Background: an optimization exercise with open tools, aiming at small area. Do not read the settings as production practice.
Where RTL was checked, it was by simulation tests only, not by an equivalence proof against the original.
No activity file was given, so power comes from the tool's default toggle rates.

==> trial 46: inputs <==
==> flow/design.v <==
module juletre_sfd (
    input  wire       clk,
    input  wire       rst,
    input  wire       rx_valid,
    input  wire [7:0] rx_data,
    input  wire       sig_take,
    input  wire [3:0] pkt_rd_addr,
    output reg  [7:0] pkt_rd_data,
    output reg        pkt_rd_ok,
    output reg        new_data,
    output wire       evt_commit,
    output wire       evt_crc_fail,
    output wire       evt_rx_overrun
);
    reg [7:0] ring [0:31];
    reg [5:0] count;
    reg [7:0] x_head;    
    reg [7:0] x_crc;     
    reg       pay;
    reg [4:0] st;
    reg [5:0] len;       
    reg [7:0] pkt [0:15];
    reg       pkt_all;   
    wire       empty = (count == 6'd0);
    wire       full  = count[5];
    wire       push  = rx_valid && !full;
    wire       shift = push && !rst;
    assign evt_rx_overrun = rx_valid && full;
    wire [4:0] head_slot = count[4:0] - 5'd1;
    wire [7:0] raw_head  = ring[head_slot];
    wire [7:0] head_byte = raw_head ^ x_head;
    wire       hdr_phase = !pay && (st[2:0] != 3'd7);
    wire       chk_phase = !pay && (st[2:0] == 3'd7);
    wire       enough    = (count >= len);
    wire [4:0] last_slot = count[4:0] - len[4:0];
    wire [7:0] x_last    = (len == 6'd0) ? x_head : ring[last_slot];
    wire       crc_ok    = (x_last == x_crc);
    wire       chk_pass  = chk_phase && enough && crc_ok;
    wire       pay_step  = chk_pass || pay;
    wire [4:0] k         = pay ? st : 5'd0;
    wire       k_in_pay  = ({1'b0, k} < len);
    wire       pkt_we    = chk_pass || (pay && !st[4]);
    wire [7:0] pkt_wdata = k_in_pay ? head_byte : 8'h00;
    wire       last      = pay && ((len[5:4] == 2'b00 || len == 6'd16) ? (st == 5'd15)
                                                                         : ({1'b0, st} == len - 6'd1));
    wire hdr_pop = hdr_phase && !empty;
    wire pop     = hdr_pop || (pay_step && k_in_pay);
    assign evt_commit   = last;
    assign evt_crc_fail = chk_phase && enough && !crc_ok;
    reg [7:0] magic;
    always @* begin
        case (st[1:0])
            2'd0: magic = 8'h55;   
            2'd1: magic = 8'h41;   
            2'd2: magic = 8'h52;   
            default: magic = 8'h54;   
        endcase
    end
    wire [3:0] pkt_done = (pay && !st[4]) ? st[3:0] : 4'd0;
    wire [3:0] pkt_slot = pkt_rd_addr - pkt_done;
    integer i;
    always @(posedge clk) begin
        if (shift) begin
            for (i = 31; i > 0; i = i - 1)
                ring[i] <= ring[i-1];
            ring[0] <= rx_data ^ (empty ? x_head : ring[0]);
        end
        if (pkt_we) begin
            for (i = 0; i < 15; i = i + 1)
                pkt[i] <= pkt[i+1];
            pkt[15] <= pkt_wdata;
        end
        pkt_rd_data <= pkt[pkt_slot];
        if (hdr_pop && st[2:0] == 3'd4)
            len <= (head_byte > 8'd32) ? 6'd63 : head_byte[5:0];
        if (hdr_pop && st[2:0] == 3'd5 && head_byte != 8'h00)
            len <= 6'd63;
        if (hdr_pop && st[2:0] == 3'd6)
            x_crc <= x_head;
        if (pop)
            x_head <= raw_head;
    end
    always @(posedge clk) begin
        if (rst) begin
            count     <= 6'd0;
            pay       <= 1'b0;
            st        <= 5'd0;
            pkt_all   <= 1'b0;
            pkt_rd_ok <= 1'b0;
            new_data  <= 1'b0;
        end else begin
            count <= count + push - pop;
            if (hdr_pop) begin
                if (st[2]) begin
                    st <= st + 5'd1;
                end else if (head_byte == magic) begin
                    st <= st + 5'd1;
                end else begin
                    st <= 5'd0;   
                end
            end else if (evt_crc_fail) begin
                st <= 5'd0;
            end else if (pay_step) begin
                if (last) begin
                    pay <= 1'b0;
                    st  <= 5'd0;
                end else begin
                    pay <= 1'b1;
                    st  <= k + 5'd1;
                end
            end
            pkt_all   <= pkt_all || last;
            pkt_rd_ok <= pkt_all || (pay && ({1'b0, pkt_rd_addr} < st));
            new_data  <= last || (new_data && !sig_take);
        end
    end
endmodule
module juletre_bse (
    input  wire        clk,
    input  wire        rst,
    input  wire [23:0] cfg_chan_map,
    input  wire        cfg_polarity,
    input  wire [7:0]  cfg_reset_delay_us,
    input  wire        pix_we,
    input  wire [4:0]  pix_addr,
    input  wire [7:0]  pix_wdata,
    input  wire        enc_start,
    input  wire [7:0]  enc_byte,
    output wire [31:0] enc_word,
    input  wire [5:0]  fb_rd_addr,
    output wire [31:0] fb_rd_data,
    output reg         fb_rd_ok,
    input  wire        tx_start,
    output wire        tx_out,
    output reg         tx_busy,
    output reg         enc_ready,
    output reg         enc_busy,
    output wire [1:0]  enc_status
);
    reg [1:0] chan [0:2];
    reg       polarity;
    reg [3:0] rwords;
    wire [5:0] fb_last = {rwords[3], ~rwords[3], ~rwords[3], rwords[2:0]};
    reg [7:0]  cv    [1:24];
    reg [7:0]  fbd   [0:23];
    reg        fb_all;   
    reg       enc_done;
    reg [5:0] enc_pos;
    assign enc_status = {1'b0, enc_done};
    wire [8:0] cfg_rwords = ({1'b0, cfg_reset_delay_us} + 9'd19) / 9'd20;
    wire       cfg_ok     = (cfg_chan_map[7:2] == 6'd0) && (cfg_chan_map[15:10] == 6'd0) &&
                            (cfg_chan_map[23:18] == 6'd0);
    function [31:0] enc_s;
        input [7:0] s;
        input       b3;
        input       b0;
        integer i;
        reg [31:0] pre;
        begin
            for (i = 0; i < 8; i = i + 1)
                pre[4*i +: 4] = {b3, s[i], s[i], b0};
            enc_s = {pre[15:0], pre[31:16]};
        end
    endfunction
    assign enc_word = enc_s(enc_byte ^ {8{polarity}}, ~polarity, polarity);
    wire       is_data = (enc_pos != 6'd0) && (enc_pos <= 6'd24);
    wire [7:0] pval     = cv[enc_pos];
    wire [7:0] cv_wdata = rst ? 8'h00 : pix_wdata;
    reg [2:0] ch_hit;
    integer c;
    always @* begin
        for (c = 0; c < 3; c = c + 1)
            ch_hit[c] = pix_we && (pix_addr[1:0] != 2'd3) && (pix_addr[1:0] == chan[c] - 2'd1);
    end
    wire       step_last = enc_busy && (enc_pos == fb_last);
    wire [4:0] fb_done = (enc_busy && is_data) ? enc_pos[4:0] - 5'd1 : 5'd0;
    function [4:0] fb_slot;
        input [5:0] a;
        reg   [5:0] d;
        begin
            d = a - 6'd1 - {1'b0, fb_done};
            fb_slot = d[5] ? d[4:0] + 5'd24 : d[4:0];
        end
    endfunction
    reg  [11:0] tx_cnt;
    wire [5:0]  tx_word = tx_cnt[11:6];
    wire [4:0]  tx_slot = tx_cnt[5:1];
    wire        tx_data = (tx_word != 6'd0) && (tx_word <= 6'd24);
    wire [7:0]  tx_byte = fbd[fb_slot(tx_word)];
    reg         tx_level;
    always @* begin
        case (tx_slot[1:0])
            2'd0: tx_level = ~polarity;
            2'd3: tx_level = polarity;
            default: tx_level = tx_byte[3'd7 - tx_slot[4:2]];
        endcase
        if (!tx_data)
            tx_level = polarity;
    end
    assign tx_out = tx_busy ? tx_level : polarity;
    wire tx_end = (tx_cnt == {fb_last, 6'b111111});
    reg [7:0] rd_s;
    reg       rd_b3;
    wire      rd_data = (fb_rd_addr != 6'd0) && (fb_rd_addr <= 6'd24);
    assign fb_rd_data = enc_s(rd_s, rd_b3, polarity);
    always @(posedge clk) begin
        for (c = 0; c < 24; c = c + 1)
            if (rst || (ch_hit[c % 3] && pix_addr[4:2] == c / 3))
                cv[c + 1] <= cv_wdata;
        if (enc_busy && is_data) begin
            for (c = 0; c < 23; c = c + 1)
                fbd[c] <= fbd[c + 1];
            fbd[23] <= pval ^ {8{polarity}};
        end
        rd_s  <= rd_data ? fbd[fb_slot(fb_rd_addr)] : {8{polarity}};
        rd_b3 <= rd_data ^ polarity;
        enc_pos <= (enc_busy && !step_last && !rst) ? enc_pos + 6'd1 : 6'd0;
        tx_cnt  <= (tx_busy && !rst) ? tx_cnt + 12'd1 : 12'd0;
    end
    always @(posedge clk) begin
        if (rst) begin
            chan[0]   <= cfg_chan_map[1:0];
            chan[1]   <= cfg_chan_map[9:8];
            chan[2]   <= cfg_chan_map[17:16];
            polarity  <= cfg_polarity;
            rwords    <= cfg_rwords[3:0];
            enc_ready <= cfg_ok;
            fb_all    <= 1'b0;
            enc_busy  <= 1'b0;
            enc_done  <= 1'b0;
            fb_rd_ok  <= 1'b0;
            tx_busy   <= 1'b0;
        end else begin
            if (enc_busy) begin
                if (step_last) begin
                    enc_busy <= 1'b0;
                    enc_done <= 1'b1;
                    fb_all   <= 1'b1;
                end
            end else if (enc_start && enc_ready) begin
                enc_busy <= 1'b1;
                enc_done <= 1'b0;
            end
            fb_rd_ok <= enc_ready && (fb_rd_addr <= fb_last) &&
                        (fb_all || (enc_busy && fb_rd_addr < enc_pos));
            if (tx_busy) begin
                if (tx_end)
                    tx_busy <= 1'b0;
            end else if (tx_start && enc_done) begin
                tx_busy <= 1'b1;
            end
        end
    end
endmodule
module juletre (
    input  wire        clk,
    input  wire        rst,
    input  wire [23:0] cfg_chan_map,
    input  wire        cfg_polarity,
    input  wire [7:0]  cfg_reset_delay_us,
    input  wire        rx_valid,
    input  wire [7:0]  rx_data,
    input  wire        sig_take,
    input  wire [3:0]  pkt_rd_addr,
    output wire [7:0]  pkt_rd_data,
    output wire        pkt_rd_ok,
    output wire        new_data,
    output wire        evt_commit,
    output wire        evt_crc_fail,
    output wire        evt_rx_overrun,
    input  wire        pix_we,
    input  wire [4:0]  pix_addr,
    input  wire [7:0]  pix_wdata,
    input  wire        enc_start,
    input  wire [7:0]  enc_byte,
    output wire [31:0] enc_word,
    input  wire [5:0]  fb_rd_addr,
    output wire [31:0] fb_rd_data,
    output wire        fb_rd_ok,
    input  wire        tx_start,
    output wire        tx_out,
    output wire        tx_busy,
    output wire        enc_ready,
    output wire        enc_busy,
    output wire [1:0]  enc_status
);
    juletre_sfd u_sfd (
        .clk(clk), .rst(rst),
        .rx_valid(rx_valid), .rx_data(rx_data), .sig_take(sig_take),
        .pkt_rd_addr(pkt_rd_addr), .pkt_rd_data(pkt_rd_data), .pkt_rd_ok(pkt_rd_ok),
        .new_data(new_data), .evt_commit(evt_commit), .evt_crc_fail(evt_crc_fail),
        .evt_rx_overrun(evt_rx_overrun)
    );
    juletre_bse u_bse (
        .clk(clk), .rst(rst),
        .cfg_chan_map(cfg_chan_map), .cfg_polarity(cfg_polarity),
        .cfg_reset_delay_us(cfg_reset_delay_us),
        .pix_we(pix_we), .pix_addr(pix_addr), .pix_wdata(pix_wdata),
        .enc_start(enc_start), .enc_byte(enc_byte), .enc_word(enc_word),
        .fb_rd_addr(fb_rd_addr), .fb_rd_data(fb_rd_data), .fb_rd_ok(fb_rd_ok),
        .tx_start(tx_start), .tx_out(tx_out), .tx_busy(tx_busy),
        .enc_ready(enc_ready), .enc_busy(enc_busy), .enc_status(enc_status)
    );
endmodule
==> flow/flow/run.sh <==
#!/bin/bash
# Own layout flow: the standard layout (standard.sh) with these changes:
# - synthesis is the standard flow's own script, but ABC maps the logic with an
#   area-recovering script (flow/synth.tcl, flow/abc_map.script);
# - synthesis inserts no buffers on pass-through wires, so each port gets
#   only its own port buffer, the smallest buffer cell;
# - clock tree synthesis uses clkbuf_16 leaf buffers over larger sink
#   clusters and inserts no dummy loads.
# Each tool's output goes to the ORFS logs under orfs/logs; make's own
# output goes to flow_make.log.
set -euo pipefail
export OWN_WORK="$PWD"
export OWN_ABC_SCRIPT="$PWD/flow/abc_map.script"
export SYNTH_INSBUF=0
export BUFFER_PORTS_ARGS="-buffer_cell sky130_fd_sc_hd__buf_1"
export CTS_ARGS="-sink_clustering_enable -repair_clock_nets -dont_use_dummy_load -sink_clustering_size 30 -sink_clustering_max_diameter 90 -buf_list sky130_fd_sc_hd__clkbuf_16"
bash standard.sh SYNTH_SCRIPT="$PWD/flow/synth.tcl" finish > flow_make.log 2>&1
==> flow/flow/abc_map.script <==
&get -n
&st
&dch -f
&nf -R 1000
&put
mfs2 -a
&get -n
&st
&dch -f
&nf -R 1000
&put
mfs2 -a
&get -n
&st
&dch -f
&nf -R 1000
&put
mfs2 -a
&get -n
&st
&dch -f
&nf -R 1000
&put
mfs2 -a
&get -n
&st
&dch -f
&nf -R 1000
&put
==> flow/flow/synth.tcl <==
# The standard flow's synthesis script (synth_recipe.tcl, sourced unchanged), with one
# change: Yosys's abc pass maps the logic with flow/abc_map.script, an
# area-recovering ABC script, instead of ORFS's speed script.
proc abc {args} {
  set i [lsearch -exact $args -script]
  if { $i >= 0 } {
    lset args [expr {$i + 1}] $::env(OWN_ABC_SCRIPT)
  }
  yosys abc {*}$args
}
source $::env(OWN_WORK)/synth_recipe.tcl
==> flow/standard.sh <==
#!/bin/bash
# synth_recipe.tcl (not shown) runs the flow's synth.tcl, then flattens the netlist and writes it again
# the make line also repeats each setting of config.mk as NAME=value (left out here)
make -C /OpenROAD-flow-scripts/flow DESIGN_CONFIG=/design/flow/config.mk WORK_HOME=/design/flow/orfs CLKGATE_MAP_FILE= SYNTH_SCRIPT=/design/flow/synth_recipe.tcl "${@:-finish}"
==> flow/config.mk <==
export PLATFORM = sky130hd
export DESIGN_NAME = juletre
export DESIGN_NICKNAME = juletre
export VERILOG_FILES = /design/flow/design.v
export SDC_FILE = /design/flow/constraint.sdc
export NUM_CORES = 4
export LEC_CHECK = 0
export CAP_MARGIN = 20
export CORE_MARGIN = 2
export CORE_UTILIZATION = 70
export PLACE_DENSITY = 0.8
export SLEW_MARGIN = 20
==> flow/constraint.sdc <==
create_clock -name core_clock -period 12.0 [get_ports {clk}]
set_input_delay 2.4000 -clock core_clock [delete_from_list [all_inputs] [get_ports {clk}]]
set_output_delay 2.4000 -clock core_clock [all_outputs]
set_load 0.01 [all_outputs]
==> trial 5: changes against trial 46 <==
--- a/flow/design.v
+++ b/flow/design.v
@@ -17,4 +17,11 @@
     reg [7:0] x_head;    
     reg [7:0] x_crc;     
+    wire [255:0] ring_flat;
+    genvar g;
+    generate
+        for (g = 0; g < 32; g = g + 1) begin : g_ring
+            assign ring_flat[8*g +: 8] = ring[g];
+        end
+    endgenerate
     reg       pay;
     reg [4:0] st;
@@ -28,5 +35,6 @@
     assign evt_rx_overrun = rx_valid && full;
     wire [4:0] head_slot = count[4:0] - 5'd1;
-    wire [7:0] raw_head  = ring[head_slot];
+    wire [7:0] raw_head;
+    juletre_mux32 u_head (.d(ring_flat), .sel(head_slot), .q(raw_head));
     wire [7:0] head_byte = raw_head ^ x_head;
     wire       hdr_phase = !pay && (st[2:0] != 3'd7);
@@ -34,5 +42,7 @@
     wire       enough    = (count >= len);
     wire [4:0] last_slot = count[4:0] - len[4:0];
-    wire [7:0] x_last    = (len == 6'd0) ? x_head : ring[last_slot];
+    wire [7:0] x_slot;
+    juletre_mux32 u_last (.d(ring_flat), .sel(last_slot), .q(x_slot));
+    wire [7:0] x_last    = (len == 6'd0) ? x_head : x_slot;
     wire       crc_ok    = (x_last == x_crc);
     wire       chk_pass  = chk_phase && enough && crc_ok;
@@ -58,5 +68,12 @@
     end
     wire [3:0] pkt_done = (pay && !st[4]) ? st[3:0] : 4'd0;
-    wire [3:0] pkt_slot = pkt_rd_addr - pkt_done;
+    wire [127:0] pkt_flat;
+    generate
+        for (g = 0; g < 16; g = g + 1) begin : g_pkt
+            assign pkt_flat[8*g +: 8] = pkt[g];
+        end
+    endgenerate
+    wire [7:0] pkt_rd_q;
+    juletre_mux16 u_pkt (.d(pkt_flat), .sel(pkt_rd_addr - pkt_done), .q(pkt_rd_q));
     integer i;
     always @(posedge clk) begin
@@ -64,5 +81,5 @@
             for (i = 31; i > 0; i = i - 1)
                 ring[i] <= ring[i-1];
-            ring[0] <= rx_data ^ (empty ? x_head : ring[0]);
+            ring[0] <= rx_data ^ ring[0];
         end
         if (pkt_we) begin
@@ -71,5 +88,5 @@
             pkt[15] <= pkt_wdata;
         end
-        pkt_rd_data <= pkt[pkt_slot];
+        pkt_rd_data <= pkt_rd_q;
         if (hdr_pop && st[2:0] == 3'd4)
             len <= (head_byte > 8'd32) ? 6'd63 : head_byte[5:0];
@@ -78,5 +95,7 @@
         if (hdr_pop && st[2:0] == 3'd6)
             x_crc <= x_head;
-        if (pop)
+        if (rst)
+            x_head <= ring[0];
+        else if (pop)
             x_head <= raw_head;
     end
@@ -116,4 +135,25 @@
     end
 endmodule
+module juletre_mux16 (
+    input  wire [127:0] d,
+    input  wire [3:0]   sel,
+    output wire [7:0]   q
+);
+    wire [63:0] l1 = sel[0] ? {d[127:120], d[111:104], d[95:88], d[79:72], d[63:56], d[47:40], d[31:24], d[15:8]}
+                            : {d[119:112], d[103:96], d[87:80], d[71:64], d[55:48], d[39:32], d[23:16], d[7:0]};
+    wire [31:0] l2 = sel[1] ? {l1[63:56], l1[47:40], l1[31:24], l1[15:8]} : {l1[55:48], l1[39:32], l1[23:16], l1[7:0]};
+    wire [15:0] l3 = sel[2] ? {l2[31:24], l2[15:8]} : {l2[23:16], l2[7:0]};
+    assign q = sel[3] ? l3[15:8] : l3[7:0];
+endmodule
+module juletre_mux32 (
+    input  wire [255:0] d,
+    input  wire [4:0]   sel,
+    output wire [7:0]   q
+);
+    wire [7:0] lo, hi;
+    juletre_mux16 u_lo (.d(d[127:0]),   .sel(sel[3:0]), .q(lo));
+    juletre_mux16 u_hi (.d(d[255:128]), .sel(sel[3:0]), .q(hi));
+    assign q = sel[4] ? hi : lo;
+endmodule
 module juletre_bse (
     input  wire        clk,
@@ -143,5 +183,6 @@
     wire [5:0] fb_last = {rwords[3], ~rwords[3], ~rwords[3], rwords[2:0]};
     reg [7:0]  cv    [1:24];
-    reg [7:0]  fbd   [0:23];
+    reg [24:1] cw;       
+    reg [7:0]  fbd   [1:24];
     reg        fb_all;   
     reg       enc_done;
@@ -165,6 +206,5 @@
     assign enc_word = enc_s(enc_byte ^ {8{polarity}}, ~polarity, polarity);
     wire       is_data = (enc_pos != 6'd0) && (enc_pos <= 6'd24);
-    wire [7:0] pval     = cv[enc_pos];
-    wire [7:0] cv_wdata = rst ? 8'h00 : pix_wdata;
+    wire [7:0] pval    = cw[enc_pos] ? cv[enc_pos] : 8'h00;
     reg [2:0] ch_hit;
     integer c;
@@ -174,18 +214,9 @@
     end
     wire       step_last = enc_busy && (enc_pos == fb_last);
-    wire [4:0] fb_done = (enc_busy && is_data) ? enc_pos[4:0] - 5'd1 : 5'd0;
-    function [4:0] fb_slot;
-        input [5:0] a;
-        reg   [5:0] d;
-        begin
-            d = a - 6'd1 - {1'b0, fb_done};
-            fb_slot = d[5] ? d[4:0] + 5'd24 : d[4:0];
-        end
-    endfunction
     reg  [11:0] tx_cnt;
     wire [5:0]  tx_word = tx_cnt[11:6];
     wire [4:0]  tx_slot = tx_cnt[5:1];
     wire        tx_data = (tx_word != 6'd0) && (tx_word <= 6'd24);
-    wire [7:0]  tx_byte = fbd[fb_slot(tx_word)];
+    wire [7:0]  tx_byte = fbd[tx_word];
     reg         tx_level;
     always @* begin
@@ -206,12 +237,9 @@
     always @(posedge clk) begin
         for (c = 0; c < 24; c = c + 1)
-            if (rst || (ch_hit[c % 3] && pix_addr[4:2] == c / 3))
-                cv[c + 1] <= cv_wdata;
-        if (enc_busy && is_data) begin
-            for (c = 0; c < 23; c = c + 1)
-                fbd[c] <= fbd[c + 1];
-            fbd[23] <= pval ^ {8{polarity}};
-        end
-        rd_s  <= rd_data ? fbd[fb_slot(fb_rd_addr)] : {8{polarity}};
+            if (ch_hit[c % 3] && pix_addr[4:2] == c / 3)
+                cv[c + 1] <= pix_wdata;
+        if (enc_busy && is_data)
+            fbd[enc_pos] <= pval ^ {8{polarity}};
+        rd_s  <= rd_data ? fbd[fb_rd_addr] : {8{polarity}};
         rd_b3 <= rd_data ^ polarity;
         enc_pos <= (enc_busy && !step_last && !rst) ? enc_pos + 6'd1 : 6'd0;
@@ -226,4 +254,5 @@
             rwords    <= cfg_rwords[3:0];
             enc_ready <= cfg_ok;
+            cw        <= 24'd0;
             fb_all    <= 1'b0;
             enc_busy  <= 1'b0;
@@ -232,4 +261,7 @@
             tx_busy   <= 1'b0;
         end else begin
+            for (c = 0; c < 24; c = c + 1)
+                if (ch_hit[c % 3] && pix_addr[4:2] == c / 3)
+                    cw[c + 1] <= 1'b1;
             if (enc_busy) begin
                 if (step_last) begin
==> flow/flow/run.sh (replaced) <==
#!/bin/bash
# Own layout flow: the standard layout (standard.sh) with these changes:
# - synthesis is the standard flow's own script, but ABC maps the logic with an
#   area-recovering script (flow/synth.tcl, flow/abc_map.script);
# - the port buffers are the smallest buffer cell;
# - clock tree synthesis uses clkbuf_8 leaf buffers over larger sink
#   clusters and inserts no dummy loads.
# Each tool's output goes to the ORFS logs under orfs/logs; make's own
# output goes to flow_make.log.
set -euo pipefail
export OWN_WORK="$PWD"
export OWN_ABC_SCRIPT="$PWD/flow/abc_map.script"
export BUFFER_PORTS_ARGS="-buffer_cell sky130_fd_sc_hd__buf_1"
export CTS_ARGS="-sink_clustering_enable -repair_clock_nets -dont_use_dummy_load -sink_clustering_size 16 -sink_clustering_max_diameter 60 -buf_list sky130_fd_sc_hd__clkbuf_8"
bash standard.sh SYNTH_SCRIPT="$PWD/flow/synth.tcl" finish > flow_make.log 2>&1
==> flow/flow/abc_map.script (replaced) <==
&get -n
&st
&dch -f
&nf -R 1000
&put
mfs2 -a
&get -n
&st
&dch -f
&nf -R 1000
&put
==> summary of the runs <==
Against trial 46, the final area of trial 5 is higher by 7.5%.
Against trial 5, the core utilization of trial 46 is higher by 1.3 points.
In trial 5 the final cell count is lower than in trial 46, by about 0.32%.
In trial 5 the area after synthesis is larger than in trial 46, by 8.9%.
Of trial 5 and trial 46, trial 46 has the higher sequential share of layout area (gap 3.3 points).
Of trial 46 and trial 5, trial 5 has the higher combinational power (gap 9.4%, measured against trial 5).
Only the layout flow was run in trial 5; the RTL was not checked for function there.

[static timing again, ports no longer ideal]
No port has a modelled driver above. Below, the same layouts with a new extraction and two added sets of constraints. Step 1, drivers: a clkbuf_16 drives clk and a buf_2 each remaining input, both assumed. Step 2 adds t to the input delays and takes it off the output delays; t is the mean of the earliest and latest rising clock arrival at the registers after step 1. Input paths then give back, and output paths get back, about the clock's delay inside the block. Three values: ideal ports, drivers, drivers and shift; two values: the first two.
run | t (ns) | setup slack, ns | pins driven straight from the clock port
trial 46 | 0.652 | 2.419 / 2.355 / 3.007 | 1
trial 5 | 0.719 | 3.975 / 3.917 / 4.636 | 1
After both steps setup and hold are still met in every run listed.
